Source: an optimization exercise on an open RTL-to-GDS flow (aim: small area, a short achievable clock period and few clock cycles per item). Production flows keep margins and buffers that such runs may drop. In this exercise RTL edits were held to simulation tests only and were not proved equivalent to the original. Power figures rest on the tool's default switching activity, not on a simulated workload.

## run.sh

```bash
#!/bin/bash
# synth_recipe.tcl (not shown) runs the flow's synth.tcl, then flattens the netlist and writes it again
# the make line also repeats each setting of config.mk as NAME=value (left out here)
make -C /OpenROAD-flow-scripts/flow DESIGN_CONFIG=/design/flow/config.mk WORK_HOME=/design/flow/orfs CLKGATE_MAP_FILE= SYNTH_SCRIPT=/design/flow/synth_recipe.tcl finish
```

## config.mk

```make
export PLATFORM = sky130hd
export DESIGN_NAME = crc_frame_engine
export DESIGN_NICKNAME = crc_frame_engine
export VERILOG_FILES = /design/flow/design.v
export SDC_FILE = /design/flow/constraint.sdc
export NUM_CORES = 4
export LEC_CHECK = 0
export CAP_MARGIN = 20
export CORE_MARGIN = 2
export CORE_UTILIZATION = 40
export SLEW_MARGIN = 20
```

## constraint.sdc

```tcl
create_clock -name core_clock -period 6.0 [get_ports {clk}]
set_input_delay 1.2000 -clock core_clock [delete_from_list [all_inputs] [get_ports {clk}]]
set_output_delay 1.2000 -clock core_clock [all_outputs]
set_load 0.01 [all_outputs]
```

## design.v

```verilog
module crc_frame_engine (
    input  wire        clk,
    input  wire        rst,         
    input  wire        req_valid,
    output wire        req_ready,
    input  wire        req_write,
    input  wire [6:0]  req_addr,    
    input  wire [1:0]  req_size,    
    input  wire [31:0] req_wdata,
    output reg         rsp_valid,
    output reg         rsp_err,     
    output reg  [31:0] rsp_rdata
);
    function [15:0] crc_step;
        input [15:0] c_in;
        input [7:0]  b;
        reg   [15:0] c;
        integer      i;
        begin
            c = c_in ^ {b, 8'h00};
            for (i = 0; i < 8; i = i + 1)
                c = c[15] ? ({c[14:0], 1'b0} ^ 16'h1021) : {c[14:0], 1'b0};
            crc_step = c;
        end
    endfunction
    localparam [2:0] PRES_NONE     = 3'd0,
                     PRES_OK       = 3'd1,
                     PRES_SHORT    = 3'd2,
                     PRES_BADSTART = 3'd3,
                     PRES_CRCERR   = 3'd4;
    localparam [3:0] OP_NOP       = 4'h0,
                     OP_CRC_INIT  = 4'h1,
                     OP_CRC_BYTE  = 4'h2,
                     OP_CRC_RANGE = 4'h3,
                     OP_BUF_CLEAR = 4'h4,
                     OP_BUF_PUSH  = 4'h5,
                     OP_PARSE     = 4'h6;
    localparam [3:0] RS_ZERO   = 4'd0,
                     RS_STATUS = 4'd1,
                     RS_CRC    = 4'd2,
                     RS_COUNT  = 4'd3,
                     RS_BUF0   = 4'd4,    
                     RS_DIST   = 4'd8,
                     RS_MAG    = 4'd9,
                     RS_AMB    = 4'd10,
                     RS_PREC   = 4'd11,
                     RS_FCRC   = 4'd12,
                     RS_CF0    = 4'd13,
                     RS_CF2    = 4'd14;
    function [3:0] walk_sel;
        input       rom;
        input [1:0] word;
        begin
            if (rom)
                walk_sel = (word == 2'd0) ? RS_CF0 : (word == 2'd2) ? RS_CF2 : RS_ZERO;
            else
                walk_sel = {2'b01, word};
        end
    endfunction
    reg [15:0]  crc;
    reg [7:0]   bytes [0:14];   
    reg [3:0]   count;
    reg [15:0]  run_crc;        
    reg         start_ok;       
    reg         frame_match;    
    reg [2:0]   pres;
    reg         cmd_err;
    reg         ovf;
    reg         smp_v;          
    reg [15:0]  dist_mm;
    reg [15:0]  magnitude;
    reg [7:0]   mag_exp;
    reg [7:0]   ambient;
    reg [15:0]  precision;
    reg         fcrc_v;         
    reg [15:0]  calc_crc;
    reg [15:0]  recv_crc;
    reg         busy;
    reg [3:0]   fidx;           
    reg [1:0]   blo;            
    reg [3:0]   wend;           
    reg         wsrc;           
    reg         q_valid;
    reg         q_err;          
    reg         q_wr;           
    reg         q_cmd;          
    reg         q_stat;         
    reg         q_crcw;         
    reg         q_rng;          
    reg [3:0]   q_rsel;         
    reg [15:0]  q_w;            
    reg         q_hz;           
    reg         q_lz;           
    reg         q_rbad;         
    reg [3:0]   q_rend;         
    wire accept = req_valid && req_ready;
    wire bus_ok = (req_size == 2'd2) && (req_addr[1:0] == 2'b00);
    reg [3:0] rsel_d;
    always @(*) begin
        case (req_addr[6:2])
            5'h01:   rsel_d = RS_STATUS;
            5'h02:   rsel_d = RS_CRC;
            5'h03:   rsel_d = RS_COUNT;
            5'h04:   rsel_d = 4'd4;
            5'h05:   rsel_d = 4'd5;
            5'h06:   rsel_d = 4'd6;
            5'h07:   rsel_d = 4'd7;
            5'h08:   rsel_d = RS_DIST;
            5'h09:   rsel_d = RS_MAG;
            5'h0A:   rsel_d = RS_AMB;
            5'h0B:   rsel_d = RS_PREC;
            5'h0C:   rsel_d = RS_FCRC;
            5'h10:   rsel_d = RS_CF0;
            5'h12:   rsel_d = RS_CF2;
            default: rsel_d = RS_ZERO;
        endcase
    end
    wire [4:0] rsum = {1'b0, req_wdata[11:8]} + {1'b0, req_wdata[19:16]};
    always @(posedge clk) begin
        q_valid <= accept && !rst;
        q_err   <= !bus_ok;
        q_wr    <= bus_ok && req_write;
        q_cmd   <= (req_addr[6:2] == 5'h00);
        q_stat  <= (req_addr[6:2] == 5'h01);
        q_crcw  <= (req_addr[6:2] == 5'h02);
        q_rng   <= bus_ok && req_write && (req_addr[6:2] == 5'h00) &&
                   (req_wdata[3:0] == OP_CRC_RANGE);
        q_rsel  <= req_write ? walk_sel(req_wdata[4], req_wdata[11:10]) : rsel_d;
        q_w     <= req_wdata[15:0];
        q_hz    <= (req_wdata[31:24] == 8'd0);
        q_lz    <= (req_wdata[23:16] == 8'd0);
        q_rbad  <= (req_wdata[15:12] != 4'd0) || (req_wdata[23:20] != 4'd0) || rsum[4];
        q_rend  <= rsum[3:0];
    end
    assign req_ready = !busy && !(q_valid && q_rng);
    wire [3:0]  cmd_op  = q_w[3:0];
    wire [7:0]  cmd_a   = q_w[15:8];
    wire        cmd_src = q_w[4];
    wire        mid_zero = (q_w[7:5] == 3'd0);
    reg cmd_legal;
    always @(*) begin
        case (cmd_op)
            OP_NOP, OP_CRC_INIT, OP_BUF_CLEAR, OP_PARSE:
                cmd_legal = q_hz && q_lz && (cmd_a == 8'd0) && mid_zero && !cmd_src;
            OP_CRC_BYTE, OP_BUF_PUSH:
                cmd_legal = q_hz && q_lz && mid_zero && !cmd_src;
            OP_CRC_RANGE:
                cmd_legal = q_hz && mid_zero;
            default:
                cmd_legal = 1'b0;
        endcase
    end
    wire do_wr  = q_valid && q_wr;
    wire do_cmd = do_wr && q_cmd;
    wire cmd_ok = do_cmd && cmd_legal;
    wire [3:0] range_limit = cmd_src ? 4'd10 : count;
    wire       range_ok    = !q_rbad && (q_rend <= range_limit);
    wire op_init  = cmd_ok && (cmd_op == OP_CRC_INIT);
    wire op_byte  = cmd_ok && (cmd_op == OP_CRC_BYTE);
    wire op_range = cmd_ok && (cmd_op == OP_CRC_RANGE);
    wire op_clear = cmd_ok && (cmd_op == OP_BUF_CLEAR);
    wire op_push  = cmd_ok && (cmd_op == OP_BUF_PUSH);
    wire op_parse = cmd_ok && (cmd_op == OP_PARSE);
    wire walk_go  = op_range && range_ok && !q_lz;
    wire count_full = (count == 4'd15);
    wire push_ok    = op_push && !count_full;
    wire [119:0] buf_flat;
    genvar gi;
    generate
        for (gi = 0; gi < 15; gi = gi + 1) begin : g_buf
            assign buf_flat[8*gi +: 8] = (count > gi) ? bytes[gi] : 8'h00;
        end
    endgenerate
    wire [3:0] msel = busy ? walk_sel(wsrc, fidx[3:2]) : q_rsel;
    reg [31:0] read_value;
    always @(*) begin
        case (msel)
            RS_STATUS: read_value = {26'd0, ovf, cmd_err, 1'b0, pres};
            RS_CRC:    read_value = {16'd0, crc};
            RS_COUNT:  read_value = {28'd0, count};
            4'd4:      read_value = buf_flat[31:0];
            4'd5:      read_value = buf_flat[63:32];
            4'd6:      read_value = buf_flat[95:64];
            4'd7:      read_value = {8'd0, buf_flat[119:96]};
            RS_DIST:   read_value = smp_v ? {16'd0, dist_mm} : 32'd0;
            RS_MAG:    read_value = smp_v ? {8'd0, mag_exp, magnitude} : 32'd0;
            RS_AMB:    read_value = smp_v ? {24'd0, ambient} : 32'd0;
            RS_PREC:   read_value = smp_v ? {16'd0, precision} : 32'd0;
            RS_FCRC:   read_value = fcrc_v ? {recv_crc, calc_crc} : 32'd0;
            RS_CF0:    read_value = 32'h0000240A;
            RS_CF2:    read_value = 32'h0000720F;
            default:   read_value = 32'd0;
        endcase
    end
    wire [7:0]  walk_byte = rsp_rdata[8*blo +: 8];
    wire [15:0] crc_next  = crc_step(crc, busy ? walk_byte : cmd_a);
    wire [15:0] run_next = crc_step(run_crc, cmd_a);
    wire        run_step = (count >= 4'd2) && (count <= 4'd12);
    integer k;
    always @(posedge clk) begin
        rsp_rdata <= read_value;
        for (k = 0; k < 15; k = k + 1)
            if (push_ok && count == k)
                bytes[k] <= cmd_a;
        if (push_ok && count == 4'd0)
            start_ok <= (cmd_a == 8'h0A);
        if (push_ok && count == 4'd14)
            frame_match <= (run_crc == {bytes[13], cmd_a});
        if (busy) begin
            fidx <= fidx + 4'd1;
            blo  <= fidx[1:0];
        end else begin
            fidx <= cmd_a[3:0] + 4'd1;
            blo  <= cmd_a[1:0];
            wend <= q_rend;
            wsrc <= cmd_src;
        end
        if (op_parse && count_full && start_ok) begin
            calc_crc <= run_crc;
            recv_crc <= {bytes[13], bytes[14]};
            if (frame_match) begin
                dist_mm   <= {bytes[5],  bytes[6]};
                magnitude <= {bytes[7],  bytes[8]};
                mag_exp   <= bytes[9];
                ambient   <= bytes[10];
                precision <= {bytes[11], bytes[12]};
            end
        end
        if (rst) begin
            crc       <= 16'hFFFF;
            count     <= 4'd0;
            run_crc   <= 16'hFFFF;
            pres      <= PRES_NONE;
            cmd_err   <= 1'b0;
            ovf       <= 1'b0;
            smp_v     <= 1'b0;
            fcrc_v    <= 1'b0;
            busy      <= 1'b0;
            rsp_valid <= 1'b0;
            rsp_err   <= 1'b0;
        end else begin
            rsp_valid <= q_valid && !walk_go;
            rsp_err   <= q_err && !busy;
            if (busy) begin
                crc <= crc_next;
                if (fidx == wend) begin
                    busy      <= 1'b0;
                    rsp_valid <= 1'b1;
                end
            end
            if (do_cmd && !cmd_legal)
                cmd_err <= 1'b1;
            if (op_init)
                crc <= 16'hFFFF;
            if (op_byte)
                crc <= crc_next;
            if (op_range) begin
                if (!range_ok)
                    cmd_err <= 1'b1;
                else begin
                    crc <= 16'hFFFF;
                    if (!q_lz)
                        busy <= 1'b1;
                end
            end
            if (op_clear) begin
                count   <= 4'd0;
                run_crc <= 16'hFFFF;
            end
            if (op_push) begin
                if (count_full)
                    ovf <= 1'b1;
                else begin
                    count <= count + 4'd1;
                    if (run_step)
                        run_crc <= run_next;
                end
            end
            if (op_parse) begin
                if (!count_full)
                    pres <= PRES_SHORT;
                else if (!start_ok)
                    pres <= PRES_BADSTART;
                else begin
                    fcrc_v <= 1'b1;
                    if (frame_match) begin
                        pres  <= PRES_OK;
                        smp_v <= 1'b1;
                    end else
                        pres <= PRES_CRCERR;
                end
            end
            if (do_wr && q_stat) begin  
                if (q_w[4]) cmd_err <= 1'b0;
                if (q_w[5]) ovf     <= 1'b0;
            end
            if (do_wr && q_crcw)
                crc <= q_w;
        end
    end
endmodule
```

==> summary.txt <==
----------------------------------------------------
[Global routing]
  Wire length of the first global-routing pass ... 58840 µm
  Met3 track utilization from global routing ... 4.968%
  Met2 GRT Util ... 35.12%
  Most used routing layer ... met2
  Overall overflow remaining after global route ... 0
  Number of global-route vias before repair ... slightly above 9000
  Number of antenna violations at the first check in global routing ... 3
  GRT met1 Usage ... 30.45%
  Maximum number of pins on one net before global-route repair ... 45
  GRT Overall Usage ... around 22%

[Timing]
  RSZ-0062 raised after global routing ... no
  Post-route setup TNS ... 0 ns
  Portion of the clock cycle consumed by the worst path in the final layout ... 63.26%
  Fin crit period ... 3.796 ns
  Worst rel slew slack ... 24.07%
  Final setup violation count ... 0
  Slew at the pin closest to its max-slew limit ... 1.139 ns
  Final Hold Viols ... 0
  FMAX ... 263.5 MHz
  Final-report max-slew violation count ... 0
  Slack of the critical path ... 2.204 ns
  Clk_skew ... ~0.018 ns

[Yosys]
  Biggest area consumer among synthesized cells ... sky130_fd_sc_hd__edfxtp_1
  Library cells used by synthesis ... roughly 70
  XOR/XNOR Fraction of Synth Area ... 4.858%
  Number of flip-flops and latches in the synthesized netlist ... 341
  Adder-cell share of the synthesized area ... 1.333%
  Async set-or-reset flop fraction in the synthesized netlist ... 0%
  Combinational family with the most area after synthesis ... compound AO/OA/AOI/OAI gates
  Simple-gate share of the synthesized area ... about 10%
  Leading register cell type out of synthesis ... sky130_fd_sc_hd__edfxtp_1
  Instance count of the mapped netlist ... between 1000 and 1500
  Avg Synthesized Cell Area ... 13.34 µm²
  Number of warnings reported in the yosys synthesis log ... 2
  Area share of the largest cell type after synthesis ... 48.87%
  Proportion of synthesized area in mux cells ... ~2.3%
  Ranking of synthesized cells by area ... sky130_fd_sc_hd__edfxtp_1 49%, sky130_fd_sc_hd__dfxtp_1 17%, sky130_fd_sc_hd__a222oi_1 3.4%
  Part of the Yosys area used for sequential elements ... 66.11%
  Post-synthesis compound-gate area fraction ... 13.53%
  Post-Synthesis Net Count ... 1086
  Number of flops mapped to enable cells by yosys ... ~220
  Post-synth design cell area ... 13700 µm²

[Flow run]
  Max-cap violation count ... 0

[Min path]
  HP Class ... reg -> reg
  Min-Delay Path Depth ... 1
  Hold Path Origin ... q_err

[Finish]
  Area growth, synth to finish ... 18.77%
  Leading cell types in the layout, fill and taps excluded ... 223 x sky130_fd_sc_hd__edfxtp_1, 118 x sky130_fd_sc_hd__dfxtp_1, 94 x sky130_fd_sc_hd__nor2_1, 79 x sky130_fd_sc_hd__clkdlybuf4s50_1, 51 x sky130_fd_sc_hd__nand2_1
  Storage cell area ... about 9100 µm²
  Final standard cell area without fillers ... 16270 µm²
  Leading cell type in the layout, fill and taps excluded ... sky130_fd_sc_hd__edfxtp_1
  Area of the multi-input gates ... ~4400 µm²
  Layout filler cell count ... between 2000 and 3000
  Nets ... ~1200
  Filler-free cell count of the finished design ... about 1600
  Fraction of final layout cells sized beyond drive strength 1 ... 10.03%

[Routing]
  Number of search-and-repair iterations in the first detailed-routing pass ... 9
  Aggregate routed wire length ... 39860 µm
  Remaining number of nets flagged by the antenna check after routing ... 0
  DR vias/cell ... around 5.8
  Wirelength per Cell ... about 25 µm
  Violation count after the first detailed-routing iteration ... 1193
  Detailed-route via count ... 9342
  Detailed-route DRC error count ... 0

[Worst setup path]
  Type of the setup path with the least slack ... reg -> reg
  Kind of end point of the critical path ... register
  Cell count of the worst reg-to-reg path ... 7
  Data required time of the worst path ... 6.18 ns
  CP startpoint kind ... register
  Data arrival time at the worst-slack endpoint ... 3.98 ns
  Reg-to-Reg Start ... q_w[10]
  Crit. Startpoint ... q_w[10]
  Largest fanout on the critical path ... 36

[Clocking]
  Post-CTS resize count ... 0
  CTS Root Cell ... sky130_fd_sc_hd__clkbuf_16
  Number of buffers created by CTS ... 36
  Number of H-tree levels ... 2
  CTS clock-pin slew for the worst setup and hold paths ... roughly 0.060 ns
  Clk buf depth ... 3
  TritonCTS clock tree ... done
  Clock network latency to the later pin of the worst-skew pair ... between 0.5 and 0.6 ns
  Number of setup buffers added after CTS ... 0
  Hold buffers post-CTS ... 0
  Number of sinks driven by the clock tree ... roughly 340

[Placed design]
  Worst setup slack after placement ... 2.130 ns
  GP Congestion ... 0.9105
  Placed wire-length estimate after detailed placement ... approximately 28000 µm
  Dpl cell area ... 15130 µm²
  Port Buffer Count ... between 70 and 80
  Number of placed instances, taps included ... 1542

[Floorplan]
  Starting density of the core ... a little over 40%
  Placement row count ... 67
  Horiz. Die Dim ... 189.1 µm
  Total Die Area ... 35750 µm²
  Count of boundary I/O pins ... 80
  Core area ... 33620 µm²
  Vertical die dimension ... 189.1 µm

[Power and ir drop]
  IR Drop Worst-Case VDD ... 0.2047 mV
  Power per cell area ... 302.9 nW/µm²
  PnR Total Power ... 4.929 mW
  Leakage ... 5.455 nW

[Outcome]
  Outcome ... finished clean

----------------------------------------------------
-- final timing paths --
path	slack, ns	to
worst max-delay path	2.20	magnitude[4]
worst min-delay path	0.42	rsp_err
worst max register to register	2.20	magnitude[4]
worst min register to register	0.42	rsp_err
-- power by group --
part           internal [mW]  total (mW)  switching, mW
Combinational          0.117       0.269          0.152
Sequential              2.52        2.55         0.0370
Clock                   1.21        2.11          0.893
-- cells by family after synthesis --
group,count (synthesis)
AND/OR/NAND/NOR,274
flip-flops,341
adder cells (fa/ha/maj),14
AO/OA/AOI/OAI,235
multiplexers,23
buffers and inverters,64
XOR/XNOR,76
-- cells in the mapped netlist (all sizes together) (6+ instances only) --
| cell type | n |
|---|---|
| ha | 13 |
| mux4 | 7 |
| a22oi | 22 |
| mux2i | 16 |
| dfxtp | 118 |
| nor3 | 34 |
| and2 | 6 |
| clkbuf | 30 |
| xnor2 | 50 |
| a21oi | 46 |
| o21bai | 18 |
| o21ai | 24 |
| nand4 | 8 |
| inv | 23 |
| edfxtp | 223 |
| nor2 | 96 |
| nand2 | 51 |
| o211ai | 11 |
| nand3 | 12 |
| buf | 10 |
| nor4 | 10 |
| a222oi | 47 |
| a211oi | 7 |
| xor2 | 26 |
| a22o | 8 |
| a221oi | 22 |
| nand2b | 14 |
| nor2b | 8 |
-- state kept, by name, indices dropped and copies added, names as in the netlist, 2 cells and up --
register and flops:
magnitude 16, recv_crc 16, dist_mm 16, blo 2
ambient 8, q_rend 4, rsp_rdata 32, count 4
pres 3, wend 4, crc 16, precision 16
q_w 16, mag_exp 8, run_crc 16, bytes 120
fidx 4, calc_crc 16, q_rsel 4
-- metrics by stage --
| step | utilization, % | hold slack, ns |
|---|---|---|
| after global routing | 48.39 | 0.4449 |
| after CTS | 48.30 | 0.4273 |
| after floorplan | - | 0.4057 |
| after global placement | 44.98 | 0.4092 |
| after detailed placement | 45.01 | 0.4129 |
| final | 48.41 | 0.4236 |
-- layer usage --
metal	share of wire (%)	vias up
li1	-	4199
met1	42	4599
met3	8.5	74
met2	46	468
met5	0.033	-
met4	3.0	2
-- worst max-delay path: stages (launching register included) --
cell	delay, ns
sky130_fd_sc_hd__dfxtp_1	0.62
sky130_fd_sc_hd__nor4_1	0.46
sky130_fd_sc_hd__nand3_1	0.33
sky130_fd_sc_hd__a21o_4	0.34
sky130_fd_sc_hd__nor4_4	0.26
sky130_fd_sc_hd__buf_4	0.50
sky130_fd_sc_hd__and2_2	0.51
sky130_fd_sc_hd__buf_4	0.41
-- area by class of cell --
| class | instances | area share [%] |
|---|---|---|
| clock buffer | 48 | 6.127 |
| sequential | 341 | 55.66 |
| antenna | 3 | 0.04613 |
| inverter | 24 | 0.5535 |
| timing repair buffer | 107 | 6.151 |
| tap | 448 | 3.444 |
| multi-input combinational | 622 | 27.34 |
| clock inverter | 15 | 0.6766 |
Testbench counts, summed over its fixed seeds: cycles 11,055, transactions 10,424.

[port drivers added, routing unchanged]
The results above use ideal ports. As a check the final layout listed here was re-extracted and re-timed, cells and wires unchanged. Step 1: set_driving_cell puts a clkbuf_16 on clk and a buf_2 on each other input, an assumption about the parent block. Step 2 moves the port delays by t, midway between the first and last clock arrival at a register: inputs arrive t later, outputs are due t later. That takes back most of the time a late clock gives input paths. a / b / c = no drivers / after step 1 / after step 2; a / b = the first two.
t (ns): 0.565
setup WS [ns]: 2.204 / 2.204 / 2.204
worst slew at a driven data input, ns: 0.05
After both steps setup and hold are still met in this run. For this run, drivers alone change the setup slack by 0.000 ns; drivers and shift together by 0.000 ns.
